This is an optimization exercise on Yosys and OpenROAD, whose aim is small area, a short achievable clock period and few clock cycles, not a production implementation. The RTL was checked by simulation tests, not by an equivalence proof against the original design. Power figures rest on the tool's default switching activity, not on a simulated workload.

==> flow/config.mk <==
export PLATFORM = sky130hd
export DESIGN_NAME = disk_controller_top
export DESIGN_NICKNAME = disk_controller_top
export VERILOG_FILES = /design/flow/design.v
export SDC_FILE = /design/flow/constraint.sdc
export NUM_CORES = 8
export LEC_CHECK = 0
export CAP_MARGIN = 20
export CORE_MARGIN = 2
export CORE_UTILIZATION = 30
export SLEW_MARGIN = 20
export SYNTH_MEMORY_MAX_BITS = 8192
==> flow/constraint.sdc <==
create_clock -name core_clock -period 12.0 [get_ports {clk}]
set_input_delay 2.4000 -clock core_clock [delete_from_list [all_inputs] [get_ports {clk}]]
set_output_delay 2.4000 -clock core_clock [all_outputs]
set_load 0.01 [all_outputs]
==> flow/design.v <==
module dc_translator (
    input             clk,
    input             present,
    input      [7:0]  heads,
    input      [7:0]  spt,
    input             bps_ok,
    input      [15:0] cyl,
    input      [3:0]  head,
    input      [7:0]  sector,
    output reg        ok,
    output reg [31:0] lba
);
    reg [23:0] ch;
    reg [31:0] p;
    always @(posedge clk) begin
        ch  <= cyl * heads + {20'd0, head};
        p   <= ch * spt;
        lba <= p + {24'd0, sector};
        ok  <= present && bps_ok && ({4'd0, head} <= heads) && (sector <= spt);
    end
endmodule
module dc_sector_buffer #(
    parameter S  = 16,           
    parameter TW = 5             
) (
    input           clk,
    input           ins_en,      
    input  [TW-1:0] ins_tap,
    input  [7:0]    ins_data,
    input  [TW-1:0] rd_sel,
    output [7:0]    rd_data      
);
    localparam T = 512 / S;
    reg  [4095:0] ring;
    wire [4095:0] ring_d;
    genvar i;
    generate
        for (i = 0; i < 512; i = i + 1) begin : g_pos
            if ((i % S) == S - 1) begin : g_tap
                wire hit = ins_en && (ins_tap == ((i + 1) / S) % T);
                assign ring_d[8*i +: 8] = hit ? ins_data : ring[8*((i + 1) % 512) +: 8];
            end else begin : g_sh
                assign ring_d[8*i +: 8] = ring[8*(i + 1) +: 8];
            end
        end
    endgenerate
    always @(posedge clk)
        ring <= ring_d;
    wire [7:0] taps [0:T-1];
    generate
        for (i = 0; i < T; i = i + 1) begin : g_rd
            assign taps[i] = ring[8*(S*i + 1) +: 8];
        end
    endgenerate
    assign rd_data = taps[rd_sel];
endmodule
module disk_controller_top (
    input             clk,
    input             rst_n,
    input             req,
    input             we,
    input      [2:0]  addr,
    input      [7:0]  wdata,
    output reg        ready,
    output reg [7:0]  rdata,
    output reg        drq,
    output            attn,
    input      [1:0]  geom_present,
    input      [15:0] geom_heads,
    input      [15:0] geom_spt,
    input      [31:0] geom_bps,
    output            st_req,
    output            st_we,
    output            st_drive,
    output     [31:0] st_lba,
    output     [8:0]  st_idx,
    output     [7:0]  st_wdata,
    input             st_ack,
    input      [7:0]  st_rdata
);
    localparam S  = 16;           
    localparam TW = 5;            
    localparam SD = 16;           
    localparam SW = 4;            
    localparam A_DATA = 3'd0, A_HSEL = 3'd1, A_SSTAT = 3'd2, A_STAT = 3'd3, A_ATTN = 3'd4;
    localparam S_IDLE = 2'd0,     
               S_RDXL = 2'd1,     
               S_LOAD = 2'd2,     
               S_WR   = 2'd3;     
    reg [1:0] state;
    reg [1:0]  present;
    reg [7:0]  heads0, heads1, spt0, spt1;
    reg [1:0]  bps_ok;
    reg [15:0] cyl0, cyl1;
    reg        sel_drive;
    reg [3:0]  sel_head;
    reg        st_ready, st_rnf, seek_done, select_done;
    reg [15:0] cyl_latch;
    reg        cif_w;         
    reg        cif_f;         
    reg        cmd_rl;        
    reg [9:0]  off;           
    reg [7:0]  hdr0, hdr1, hdr2, hdr3, hdr4;
    reg [8:0]  pb0;           
    reg [8:0]  pos;           
    reg [8:0]  dq_pos;        
    reg [7:0]  data_q;        
    reg [8:0]  spos;          
    reg [9:0]  ntx;           
    reg [9:0]  nb;            
    reg [7:0]    sb [0:SD-1];
    reg [SW-1:0] sb_rp, sb_wp;
    reg [SW:0]   sb_cnt;
    wire [7:0]   sb_head = sb[sb_rp];
    reg        xv1, xv2, xv3;
    wire [15:0] sel_cyl = sel_drive ? cyl1 : cyl0;
    wire [7:0]  sel_heads = sel_drive ? heads1 : heads0;
    wire [7:0]  sel_spt = sel_drive ? spt1 : spt0;
    wire        xl_ok;
    wire [31:0] xl_lba;
    dc_translator u_xlate (
        .clk     (clk),
        .present (present[sel_drive]),
        .heads   (sel_heads),
        .spt     (sel_spt),
        .bps_ok  (bps_ok[sel_drive]),
        .cyl     (sel_cyl),
        .head    (sel_head),
        .sector  (hdr0),
        .ok      (xl_ok),
        .lba     (xl_lba)
    );
    wire           idle = (state == S_IDLE);
    wire           hz   = (off < 10'd5);                  
    wire           pos_al = (pos[3:0] == 4'd0);
    wire           rd_ok  = (pos == dq_pos);
    wire           acc_data = req && (addr == A_DATA);
    wire           last_w   = (off == 10'd516) && cif_w;    
    wire           h_ins    = idle && acc_data && we && !hz && pos_al;
    wire           ld_ins   = (state == S_LOAD) && (sb_cnt != 0) && (spos[3:0] == 4'd0);
    wire           wr_fetch = (state == S_WR) && !nb[9] && (spos[3:0] == 4'd1) && !sb_cnt[SW];
    wire           ins_en   = h_ins || ld_ins;
    wire [TW-1:0]  ins_tap  = idle ? pos[8:4] : spos[8:4];
    wire [7:0]     ins_data = idle ? wdata : sb_head;
    wire [TW-1:0]  rd_sel   = idle ? pos[8:4] : spos[8:4];
    wire [7:0]     ring_rd;
    dc_sector_buffer #(.S(S), .TW(TW)) u_buf (
        .clk      (clk),
        .ins_en   (ins_en),
        .ins_tap  (ins_tap),
        .ins_data (ins_data),
        .rd_sel   (rd_sel),
        .rd_data  (ring_rd)
    );
    wire is_rdcmd = (wdata[7:4] == 4'h0) && (wdata[2:0] == 3'b001);    
    wire h_first_wr = h_ins && last_w;                                  
    reg [7:0] hdr_byte;
    always @(*) begin
        case (off[2:0])
            3'd0:    hdr_byte = hdr0;
            3'd1:    hdr_byte = hdr1;
            3'd2:    hdr_byte = hdr2;
            3'd3:    hdr_byte = hdr3;
            default: hdr_byte = hdr4;
        endcase
    end
    wire [7:0] data_byte = hz ? hdr_byte : data_q;
    wire st_go = xv3 && xl_ok;
    assign st_req   = ((state == S_RDXL) && st_go) ||
                      ((state == S_LOAD) && !ntx[9] && !sb_cnt[SW]) ||
                      ((state == S_WR) && st_go && (sb_cnt != 0) && !ntx[9]);
    assign st_we    = (state == S_WR);
    assign st_drive = sel_drive;
    assign st_lba   = xl_lba;
    assign st_idx   = ntx[8:0];
    assign st_wdata = sb_head;
    wire   st_xfer  = st_req && st_ack;
    wire ld_done = ld_ins && (nb == 10'd511);
    wire wr_done = (state == S_WR) && st_xfer && (ntx == 10'd511);
    wire xl_fail = ((state == S_RDXL) || (state == S_WR)) && xv3 && !xl_ok;
    always @(*) begin
        ready = 1'b0;
        case (state)
            S_IDLE: begin
                if (addr == A_DATA)
                    ready = hz || (we ? (pos_al && !last_w) : rd_ok);
                else if (addr == A_STAT && we)
                    ready = !is_rdcmd;
                else
                    ready = 1'b1;
            end
            S_RDXL: ready = xl_fail;
            S_LOAD: ready = ld_done;
            S_WR:   ready = xl_fail || wr_done;
        endcase
    end
    always @(*) begin
        case (addr[1:0])
            2'd2:    rdata = {6'd0, seek_done, select_done};
            2'd3:    rdata = {st_ready, st_rnf, 6'd0};
            default: rdata = data_byte;
        endcase
    end
    assign attn = idle && req && we && (addr == A_ATTN);
    wire fire = idle && req && ready;       
    wire [9:0] off_inc = (off == 10'd516) ? 10'd0 : off + 10'd1;
    wire [8:0] pb0_dec = pb0 - 9'd1;
    wire chg_a = fire && we && ((addr == A_HSEL) ||
                 ((addr == A_STAT) && (wdata == 8'h10 || wdata == 8'h80)));
    wire chg_s = (fire && acc_data && we && (off == 10'd0)) || (ld_done && cmd_rl);
    reg        sb_push, sb_pop, sb_clr;
    reg [7:0]  sb_in;
    always @(*) begin
        sb_push = 1'b0;
        sb_pop  = 1'b0;
        sb_clr  = 1'b0;
        sb_in   = ring_rd;
        case (state)
            S_IDLE: begin
                if (h_first_wr) begin
                    sb_clr  = 1'b1;
                    sb_push = 1'b1;
                end
                if (req && we && addr == A_STAT && is_rdcmd)
                    sb_clr = 1'b1;
            end
            S_LOAD, S_RDXL: begin
                sb_push = st_xfer;
                sb_in   = st_rdata;
                sb_pop  = ld_ins;
            end
            S_WR: begin
                sb_push = wr_fetch;
                sb_pop  = st_xfer;
            end
        endcase
    end
    always @(posedge clk) begin
        if (sb_push)
            sb[sb_clr ? {SW{1'b0}} : sb_wp] <= sb_in;
    end
    always @(posedge clk) begin
        data_q <= ring_rd;
        dq_pos <= {rd_sel, 4'd0};
        if (!rst_n) begin
            state       <= S_IDLE;
            drq         <= 1'b0;
            present     <= geom_present;
            heads0      <= geom_heads[7:0];
            heads1      <= geom_heads[15:8];
            spt0        <= geom_spt[7:0];
            spt1        <= geom_spt[15:8];
            bps_ok[0]   <= (geom_bps[15:0] == 16'd512);
            bps_ok[1]   <= (geom_bps[31:16] == 16'd512);
            cyl0        <= 16'd0;
            cyl1        <= 16'd0;
            sel_drive   <= 1'b0;
            sel_head    <= 4'd0;
            st_ready    <= 1'b0;
            st_rnf      <= 1'b0;
            seek_done   <= 1'b0;
            select_done <= 1'b0;
            cyl_latch   <= 16'd0;
            cif_w       <= 1'b0;
            cif_f       <= 1'b0;
            cmd_rl      <= 1'b0;
            off         <= 10'd0;
            pb0         <= 9'd0;
            pos         <= 9'd0;
            spos        <= 9'd0;
            ntx         <= 10'd0;
            nb          <= 10'd0;
            sb_rp       <= {SW{1'b0}};
            sb_wp       <= {SW{1'b0}};
            sb_cnt      <= {(SW+1){1'b0}};
            xv1         <= 1'b0;
            xv2         <= 1'b0;
            xv3         <= 1'b0;
        end else begin
            pb0  <= pb0_dec;
            pos  <= pos - 9'd1;
            spos <= spos - 9'd1;
            if (sb_clr) begin
                sb_rp  <= {SW{1'b0}};
                sb_wp  <= sb_push ? {{(SW-1){1'b0}}, 1'b1} : {SW{1'b0}};
                sb_cnt <= sb_push ? {{SW{1'b0}}, 1'b1} : {(SW+1){1'b0}};
            end else begin
                if (sb_push) sb_wp <= sb_wp + 1'b1;
                if (sb_pop)  sb_rp <= sb_rp + 1'b1;
                sb_cnt <= sb_cnt + {{SW{1'b0}}, sb_push} - {{SW{1'b0}}, sb_pop};
            end
            case (state)
                S_IDLE: begin
                    if (req && acc_data && ready) begin
                        off <= off_inc;
                        if (!hz)
                            pos <= pos;                      
                        if (we && hz) begin
                            case (off[2:0])
                                3'd0: hdr0 <= wdata;
                                3'd1: hdr1 <= wdata;
                                3'd2: hdr2 <= wdata;
                                3'd3: hdr3 <= wdata;
                                default: hdr4 <= wdata;
                            endcase
                        end
                        if (off_inc == 10'd0)
                            drq <= 1'b0;
                        if (we && off_inc == 10'd5 && cif_f)
                            drq <= 1'b0;
                    end else if (h_first_wr) begin
                        off   <= 10'd0;
                        pos   <= pos;
                        state <= S_WR;
                        spos  <= pos + 9'd1;
                        ntx   <= 10'd0;
                        nb    <= 10'd1;
                    end else if (req && we && addr == A_STAT && is_rdcmd) begin
                        cif_w  <= 1'b0;
                        cif_f  <= 1'b0;
                        cmd_rl <= wdata[3];
                        ntx    <= 10'd0;
                        nb     <= 10'd0;
                        state  <= S_RDXL;
                    end else if (fire && we) begin
                        case (addr)
                            A_HSEL: begin
                                st_ready <= 1'b0;
                                if (wdata[7:4] == 4'h1 || wdata[7:4] == 4'h2) begin
                                    sel_drive <= wdata[5];
                                    if (present[wdata[5]]) begin
                                        sel_head <= wdata[3:0];
                                        if ({4'd0, wdata[3:0]} <= (wdata[5] ? heads1 : heads0))
                                            st_ready <= 1'b1;
                                    end
                                end
                            end
                            A_SSTAT: cyl_latch <= {wdata, cyl_latch[15:8]};
                            A_STAT: begin
                                case (wdata)
                                    8'h02: begin
                                        cif_w <= 1'b1;
                                        cif_f <= 1'b0;
                                        off   <= 10'd5;
                                        pos   <= pb0_dec;
                                        drq   <= 1'b1;
                                    end
                                    8'h04: begin
                                        cif_w <= 1'b1;
                                        cif_f <= 1'b1;
                                        drq   <= 1'b1;
                                    end
                                    8'h10: begin
                                        if (sel_drive) cyl1 <= cyl_latch;
                                        else           cyl0 <= cyl_latch;
                                        seek_done <= 1'b1;
                                        off <= 10'd0;
                                        pos <= pb0_dec;
                                    end
                                    8'h20: select_done <= 1'b1;
                                    8'h80: begin
                                        drq         <= 1'b0;
                                        present     <= geom_present;
                                        heads0      <= geom_heads[7:0];
                                        heads1      <= geom_heads[15:8];
                                        spt0        <= geom_spt[7:0];
                                        spt1        <= geom_spt[15:8];
                                        bps_ok[0]   <= (geom_bps[15:0] == 16'd512);
                                        bps_ok[1]   <= (geom_bps[31:16] == 16'd512);
                                        cyl0        <= 16'd0;
                                        cyl1        <= 16'd0;
                                        sel_drive   <= 1'b0;
                                        sel_head    <= 4'd0;
                                        st_ready    <= 1'b0;
                                        st_rnf      <= 1'b0;
                                        seek_done   <= 1'b0;
                                        select_done <= 1'b0;
                                        cyl_latch   <= 16'd0;
                                        cif_w       <= 1'b0;
                                        cif_f       <= 1'b0;
                                        off         <= 10'd0;
                                        pos         <= pb0_dec;
                                    end
                                    default: ;
                                endcase
                            end
                            default: ;
                        endcase
                    end
                end
                S_RDXL: begin
                    if (xl_fail) begin
                        st_rnf <= 1'b1;
                        state  <= S_IDLE;
                    end else if (st_go) begin
                        state <= S_LOAD;
                        spos  <= 9'd0;
                        pb0   <= 9'd0;
                        if (st_xfer) ntx <= ntx + 10'd1;
                    end
                end
                S_LOAD: begin
                    if (st_xfer) ntx <= ntx + 10'd1;
                    if (ld_ins) begin
                        spos <= spos;
                        nb   <= nb + 10'd1;
                    end
                    if (ld_done) begin
                        state <= S_IDLE;
                        drq   <= 1'b1;
                        pos   <= pb0_dec;
                        if (cmd_rl) begin
                            off  <= 10'd0;
                            hdr0 <= sel_cyl[7:0];
                            hdr1 <= {sel_head, 1'b0, sel_cyl[10:8]};
                            hdr2 <= 8'd0;
                            hdr3 <= 8'd0;
                            hdr4 <= 8'd0;
                        end else begin
                            off <= 10'd5;
                        end
                    end
                end
                S_WR: begin
                    if (wr_fetch) begin
                        spos <= spos;
                        nb   <= nb + 10'd1;
                    end
                    if (st_xfer) ntx <= ntx + 10'd1;
                    if (xl_fail || wr_done) begin
                        if (xl_fail) st_rnf <= 1'b1;
                        cif_w <= 1'b0;
                        cif_f <= 1'b0;
                        drq   <= 1'b0;
                        state <= S_IDLE;
                    end
                end
            endcase
            xv1 <= !chg_a;
            xv2 <= xv1 && !chg_a;
            xv3 <= xv2 && !chg_a && !chg_s;
        end
    end
endmodule
==> flow/run.sh <==
#!/bin/bash
# synth_recipe.tcl (not shown) runs the flow's synth.tcl, then flattens the netlist and writes it again
# the make line also repeats each setting of config.mk as NAME=value (left out here)
make -C /OpenROAD-flow-scripts/flow DESIGN_CONFIG=/design/flow/config.mk WORK_HOME=/design/flow/orfs CLKGATE_MAP_FILE= SYNTH_SCRIPT=/design/flow/synth_recipe.tcl finish
==> parameters.txt <==
Parameter                              Value

Power
  Switching Fraction    22.8%
  Power per Cell Area    223 nW/um2
  VDD IR max    171 uV
  Internal power of the cells    0.0236 W
  Static power due to leakage    54.2 nW
  Part of the power in the clock network    41.9%
  Combinational fraction of design power    6.7%
  Switch Pwr    0.00696 W
  Reg power frac    51.4%

Placed design
  Detailed-placement wirelength estimate    159000 um
  Post-placement setup slack    4450 ps
  Cell count after placement    12884
  Number of buffers inserted by port buffering    152
  Weighted congestion reported at the end of routability-driven placement    0.838

Timing
  Final min period    7610 ps
  Hold Violations, Final    0
  Final max-slew violation count    0
  Transition time at the pin with the least slew margin    1160 ps
  Worst slew margin relative to its limit    22.6%
  Clock skew    76.5 ps
  Setup TNS    0 ps
  Setup slack after layout    4390 ps
  Ratio of final minimum period to clock period    63.4%
  Upper clock frequency limit    0.131 GHz
  Count of final setup violators    0
  Setup repair after global routing missed its margin    false

Global routing
  Met3 Track Usage GR    2.13%
  Met2 routing resource usage after global routing    18.4%
  Global-route wire length before repair    353000 um
  Remaining global-route overflow    0
  Aggregate global-route resource usage    11.9%
  Number of antenna violations at the first check in global routing    21
  Maximum number of pins on one net before global-route repair    69
  Met1 Resource Use GR    16.9%
  Gr busiest metal    met2
  Vias in the first global route    56303

Routing
  Post-route DRC violation count    0
  Total vias in the final route    55328
  Routed vias/inst    4.07
  Count of antenna-violating nets left after detailed routing    0
  Detailed-route wire length    236000 um
  DR WL/cell    17.3 um
  Count of routing violations after the opening detailed-route iteration    3798
  Detailed-router iteration count before antenna repair    7

Clock tree
  Clock buffer count from CTS    391
  Clock insertion delay at the later pin of the skew report    900 ps
  Number of gates given a new drive strength after cts    0
  Clock transition at the register clock pins on the worst setup and hold paths after CTS    70 ps
  Number of buffers between clock root and the deepest sink    4
  Clock H-tree levels    5
  Buffers inserted by post-CTS timing repair    0
  Clock root buffer    sky130_fd_sc_hd__clkbuf_16
  TritonCTS sink count    4542
  TritonCTS clock tree    yes
  Quantity of hold-fixing buffers added after cts    0

Synth
  Async set-reset flop share out of synthesis    0%
  Synth Warn #    3
  Number of nets in the synthesized netlist    8289
  Gate Count Post-Synth    7819
  Main area contributors after synthesis    sky130_fd_sc_hd__dfxtp_1 75%, sky130_fd_sc_hd__edfxtp_1 5.3%, sky130_fd_sc_hd__fa_1 3.8%
  Number of different library cells in the post-synthesis netlist    81
  Mean cell area of the mapped netlist    14.8 um2
  Register bit total from synthesis    4542
  Share of the synthesized area in the top cell type    75.2%
  Top_reg_cell synth    sky130_fd_sc_hd__dfxtp_1
  Leading area contributor after synthesis    sky130_fd_sc_hd__dfxtp_1
  Number of synthesized flops with an enable pin    204
  Post-synth design cell area    115000 um2
  Post-synthesis sequential area ratio    80.5%

Setup path
  Critical path launch point type    input port
  Maximum fanout count along the critical path    14
  Cell family with most CP delay    simple AND/OR/NAND/NOR gates
  Data required time at the worst endpoint    9600 ps
  Kind of end point of the critical path    primary output
  Max stage delay cell, worst path    sky130_fd_sc_hd__clkdlybuf4s50_1
  Delay of the slowest cell on the worst path    800 ps
  Critical path, cell by cell    clkdlybuf4s50_1 -> nor3_1 -> and4_1 -> and2_1 -> o221ai_2 -> and2_1 -> clkdlybuf4s50_1
  Crit path buf inv count    2
  Endpoint arrival time on the critical path    5210 ps
  Crit path kind    in -> out

Floorplanning
  Standard cell core area    383000 um2
  Initial core utilization    30.2%
  Die H    624 um
  Count of standard-cell rows    227
  Die outline area    390000 um2
  Top-Level Pins    153
  Chip Width    624 um

Finish
  Net count of the finished layout    8710
  Area growth from synthesis to layout    18.4%
  Layout fillers    35796
  Fraction of final layout cells sized beyond drive strength 1    9.90%
  Number of standard cells in the final layout excluding fillers    13603

Flow run
  Max-cap viol count    0

Status
  Status  no timing/DRC/antenna violations

Worst hold path
  Kind of path behind the tightest hold check    reg -> reg
-- path summary, 6_finish.rpt --
check	slack (ps)	depth (start not counted)	end	startpoint
setup / recovery	4390	7	ready	wdata[5]
hold / removal	300	0	u_buf.ring[199]	u_buf.ring[207]
setup reg to reg	4990	21	u_xlate.ch[23]	sel_drive
hold reg to reg	300	0	u_buf.ring[199]	u_buf.ring[207]
-- cells by family after synthesis --
| group | synth area share (%) |
|---|---|
| AOI/OAI and AO/OA | 4.16 |
| and+or+nand+nor | 5.40 |
| DFF | 80.5 |
| adders and majority gates | 5.56 |
| xor gates and xnor gates | 0.963 |
| muxes | 1.55 |
| buffers and inverters | 1.84 |
-- layout make-up --
type	count	area (um2)	area share (%)
well taps	5038	6300	4.61
multi-input cells	2733	20600	15.1
repair buffers	235	2160	1.58
inverters	337	1260	0.926
flip-flops and latches	4542	93000	68.0
clock inverters	147	1990	1.45
diodes	10	25.0	0.0183
clock buffers	561	11400	8.33
-- cells in the final DEF, fill, tap and decap left out, types with 19 or more instances in the layout --
cell type                            n
sky130_fd_sc_hd__a211oi_1           19
sky130_fd_sc_hd__a21o_1             25
sky130_fd_sc_hd__a21oi_1           235
sky130_fd_sc_hd__a221oi_1           57
sky130_fd_sc_hd__a22o_1             43
sky130_fd_sc_hd__a22oi_1            35
sky130_fd_sc_hd__and2_1            165
sky130_fd_sc_hd__and3_1             26
sky130_fd_sc_hd__buf_4              80
sky130_fd_sc_hd__bufinv_16          38
sky130_fd_sc_hd__clkbuf_1           81
sky130_fd_sc_hd__clkbuf_16         397
sky130_fd_sc_hd__clkbuf_8           83
sky130_fd_sc_hd__clkdlybuf4s50_1   152
sky130_fd_sc_hd__clkinv_2           63
sky130_fd_sc_hd__dfxtp_1          4336
sky130_fd_sc_hd__edfxtp_1          204
sky130_fd_sc_hd__fa_1              222
sky130_fd_sc_hd__ha_1              157
sky130_fd_sc_hd__inv_1             335
sky130_fd_sc_hd__mux2_2             31
sky130_fd_sc_hd__mux2i_1            41
sky130_fd_sc_hd__mux4_2             40
sky130_fd_sc_hd__nand2_1           440
sky130_fd_sc_hd__nand2b_1           32
sky130_fd_sc_hd__nand3_1            89
sky130_fd_sc_hd__nand4_1            37
sky130_fd_sc_hd__nor2_1            375
sky130_fd_sc_hd__nor2b_1            21
sky130_fd_sc_hd__nor3_1             44
sky130_fd_sc_hd__o21ai_0           238
sky130_fd_sc_hd__xnor2_1            70
sky130_fd_sc_hd__xor2_1             57
-- metal layers --
layer	up-vias	wire, um	part of all wire (%)
met5	-	0	0
met4	0	6280	2.7
met3	397	12600	5.3
met2	1445	102000	43
met1	27201	115000	49
li1	26285	-	-
-- cells in the mapped netlist, types with 45 or more instances --
library cell and instances:
sky130_fd_sc_hd__dfxtp_1 4338, sky130_fd_sc_hd__nand2_1 441, sky130_fd_sc_hd__nor2_1 391, sky130_fd_sc_hd__inv_1 335
sky130_fd_sc_hd__o21ai_0 238, sky130_fd_sc_hd__a21oi_1 236, sky130_fd_sc_hd__fa_1 222, sky130_fd_sc_hd__edfxtp_1 204
sky130_fd_sc_hd__clkbuf_1 166, sky130_fd_sc_hd__and2_1 164, sky130_fd_sc_hd__ha_1 158, sky130_fd_sc_hd__nand3_1 89
sky130_fd_sc_hd__xnor2_1 70, sky130_fd_sc_hd__a221oi_1 57, sky130_fd_sc_hd__xor2_1 57, sky130_fd_sc_hd__mux2i_1 53
sky130_fd_sc_hd__nor3_1 45
-- power groups by stage --
| stage | clock (W) | sequential (W) | combinational [W] |
|---|---|---|---|
| after floorplan | 0 | 0.0160 | 0.00101 |
| after global placement | 0 | 0.0160 | 0.00199 |
| after detailed placement | 0 | 0.0160 | 0.00202 |
| after CTS | 0.0130 | 0.0157 | 0.00203 |
| after global routing | 0.0136 | 0.0157 | 0.00215 |
| final | 0.0128 | 0.0157 | 0.00205 |
-- through the flow --
stage / area (um2) / total power, W / hold WS (ps) / util [%]
2_1_floorplan: 115000 / 0.0170 / 310 / -
4_1_cts: 137000 / 0.0308 / 292 / 35.7
6_report: 137000 / 0.0305 / 300 / 35.7
3_3_place_gp: 123000 / 0.0180 / 310 / 32.2
5_1_grt: 137000 / 0.0315 / 303 / 35.7
3_5_place_dp: 123000 / 0.0181 / 312 / 32.2
-- flip-flops by register name, indices dropped and copies added, names as in the netlist, 10 cells and up, named ones only --
name	flops
sb	128
cyl0	16
u_xlate.ch	24
cyl_latch	16
nb	10
u_xlate.lba	32
u_buf.ring	4096
u_xlate.p	32
ntx	10
cyl1	16
off	10
-- worst register-to-register path, stage by stage (launching register included) --
cell	delay, ps
sky130_fd_sc_hd__dfxtp_2	450
sky130_fd_sc_hd__buf_4	660
sky130_fd_sc_hd__mux2_2	500
sky130_fd_sc_hd__inv_1	510
sky130_fd_sc_hd__or2_2	240
sky130_fd_sc_hd__fa_1	440
sky130_fd_sc_hd__fa_1	550
sky130_fd_sc_hd__inv_1	50
sky130_fd_sc_hd__fa_1	470
sky130_fd_sc_hd__inv_1	50
sky130_fd_sc_hd__fa_1	480
sky130_fd_sc_hd__inv_1	40
sky130_fd_sc_hd__ha_1	340
sky130_fd_sc_hd__a21o_1	180
sky130_fd_sc_hd__nand2_1	80
sky130_fd_sc_hd__and3_1	200
sky130_fd_sc_hd__nor3_1	80
sky130_fd_sc_hd__o41ai_1	670
sky130_fd_sc_hd__o21ai_0	240
sky130_fd_sc_hd__a211oi_1	380
sky130_fd_sc_hd__a21oi_1	160
sky130_fd_sc_hd__xnor2_1	140
Testbench counts, summed over its fixed seeds: cycles 133,185.

port drivers added, routing unchanged:
In the flow no input, the clock included, has a driving cell. The finished layout below was timed again as built, in two steps. Step 1 sets driving cells, clkbuf_16 on the clock port and buf_2 on the other inputs (assumed; they add their load-dependent delay and slew). Step 2 times the ports against the registers' clock, not the clock port: input delays grow and output delays shrink by t, the midpoint of the rising clock arrivals with the driver on. a / b / c = ideal ports / drivers / drivers and shift; a / b = the first two.
shift t [ns]: 0.961
setup WS [ns]: 4.391 / 4.348 / 4.360
worst setup path after step 2: input to output
slew at the worst register clock pin (ns): 0.07 / 0.07
worst data-port slew with drivers (ns): 0.21
After both steps setup and hold are still met in this run. For this run, drivers alone change the setup slack by -0.043 ns; drivers and shift together by -0.031 ns.
